This is an optimization exercise on Yosys and OpenROAD, whose aim is small area, a short achievable clock period and few clock cycles per item, not a production implementation. In this exercise RTL edits were held to simulation tests only and were not proved equivalent to the original. No activity file was given, so power comes from the tool's default toggle rates.

== indigo ==
Design inav_decoder, start of the top module:
module inav_decoder (
    input  wire         clk,
    input  wire         rst,         
    input  wire         cmd_valid,
    output wire         cmd_ready,
    input  wire [124:0] cmd,
    output reg          rsp_valid,
    output wire [485:0] rsp
);
==> flow/config.mk <==
export PLATFORM = sky130hd
export DESIGN_NAME = inav_decoder
export DESIGN_NICKNAME = inav_decoder
export VERILOG_FILES = /design/flow/design.v
export SDC_FILE = /design/flow/constraint.sdc
export NUM_CORES = 4
export LEC_CHECK = 0
export CAP_MARGIN = 20
export CORE_MARGIN = 2
export CORE_UTILIZATION = 40
export CTS_BUF_LIST = sky130_fd_sc_hd__clkbuf_16
export CTS_CLUSTER_DIAMETER = 80
export CTS_CLUSTER_SIZE = 24
export PLACE_DENSITY = 0.6
export SETUP_SLACK_MARGIN = 5
export SLEW_MARGIN = 20
export TNS_END_PERCENT = 100
==> flow/constraint.sdc <==
create_clock -name core_clock -period 8.0 [get_ports {clk}]
set_input_delay 1.6000 -clock core_clock [delete_from_list [all_inputs] [get_ports {clk}]]
set_output_delay 1.6000 -clock core_clock [all_outputs]
set_load 0.01 [all_outputs]
standard.sh (not shown) runs the stock make flow with config.mk's settings and CLKGATE_MAP_FILE= SYNTH_SCRIPT=/design/flow/synth_recipe.tcl, a recipe that flattens the netlist after the stock synthesis.
==> flow/flow/run.sh <==
#!/bin/bash
# The standard layout (the standard.sh), with two changes to how it is
# made: ports are buffered with buf_2 (rather than the delay-buffer cell
# buffer_ports picks on its own), and a222oi_1, which has no stronger size
# for timing repair to swap to, is added to the platform's don't-use list.
set -euo pipefail
PLATFORM_DONT_USE="$(sed -n '/^export DONT_USE_CELLS/,/^#/p' "$FLOW_HOME/platforms/sky130hd/config.mk" | grep -o 'sky130_fd_sc_hd__[a-z0-9_]*' | tr '\n' ' ')"
bash standard.sh "BUFFER_PORTS_ARGS=-buffer_cell sky130_fd_sc_hd__buf_2" \
    "DONT_USE_CELLS=${PLATFORM_DONT_USE}sky130_fd_sc_hd__a222oi_1" finish > make_finish.log 2>&1
tail -n 20 make_finish.log
indigo closes out successfully: all stages finished, all timing, DRC and antenna checks passed.
Testbench counts of indigo, summed over its fixed seeds: cycles 5,616, items 5,600.
Relative to indigo, the following input files were edited for ember:
Settings: PLACE_DENSITY now 0.65, was 0.6; TNS_END_PERCENT now 30, was 100; CORE_UTILIZATION now 45, was 40.
Notes after the runs:
Power consumed by the clock network was higher in indigo than in ember.
Cell internal power dissipation (ember over indigo): decrease, 0.068 mW
ember vs. indigo: final design area excluding fillers went down by about 1.8%.
Share of power burned in combinational logic up 0.8 points in ember wrt indigo
Instance area at placement shrinks slightly when moving from indigo to ember.
Looking at slowest stage cell on the critical path, the sky130_fd_sc_hd__edfxtp_1 result is from indigo; the sky130_fd_sc_hd__dfxtp_4 one comes from ember.
Looking at part of the cycle the worst path needs, ember sits 0.24 points below indigo.
For xenon, these inputs were changed with respect to ember:
Settings: CORE_UTILIZATION now 40, was 45; PLACE_DENSITY now 0.6, was 0.65.
## What came out
Going from ember to xenon, the first-pass GRT wire length was found to have gone up by 1.1%.
xenon: data-path buffer share of cell area in the final layout is 0.77 points higher than what ember reported.
Delta (xenon minus ember): final worst clock skew neither gained nor lost much; layout overhead on the synthesized area picked up an extra 1.0 points; via count of the routed design lost about 1.9%.
> inputs changed (xenon -> raven)
Settings: swapping 40 for 50 in CORE_UTILIZATION; swapping 0.6 for 0.66 in PLACE_DENSITY.
--- outcome ---
- Any difference in total leakage power between raven and xenon is small enough to ignore.
- Taking xenon over raven, the met2 layer wire length in the routed design ratio works out to 1.06.
- Comparing xenon and raven, the higher non-clock buffer area fraction after layout was measured on xenon.
- Total number of cells along the worst setup path: raven vs xenon up 1
- Summary of the comparison: die footprint is lower in raven, relative to xenon.
- Between xenon and raven, the number of synthesized flops with an enable pin does not differ in any meaningful way.
- Row area of the core: raven lower / xenon higher
- Comparing xenon and raven, routed length on met1 is higher on xenon.
- Compared to xenon, the routing of raven uses less wire.
- Cell count was lower in raven than in xenon.
- When the final numbers for xenon and raven were put side by side, the proportion of layout cells with a drive suffix above 1 turned out to be smaller in xenon.

[separate check: timing with driven ports]
No port has a modelled driver above. Below, the same layouts with a new extraction and two added sets of constraints. Step 1 sets driving cells, clkbuf_16 on the clock port and buf_2 on the other inputs (assumed; they add their load-dependent delay and slew). Step 2, shift: input delay + t, output delay - t, t = (earliest + latest rising clock arrival at the registers) / 2. This alone moves slack from input paths to output paths. Three values: ideal, step 1, step 2; two values: the first two.
run | shift t [ns] | setup slack, ns | slew at the worst register clock pin (ns)
indigo | 0.803 | 4.694 / 4.615 / 4.144 | 0.10 / 0.10
ember | 0.768 | 4.714 / 4.641 / 4.119 | 0.10 / 0.10
xenon | 0.787 | 4.685 / 4.607 / 4.071 | 0.10 / 0.10
raven | 0.745 | 4.741 / 4.667 / 4.078 | 0.10 / 0.10
After both steps setup and hold are still met in every run listed. The setup slack of raven, which loses most, moves by -0.074 ns with the drivers and by -0.663 ns with both steps.
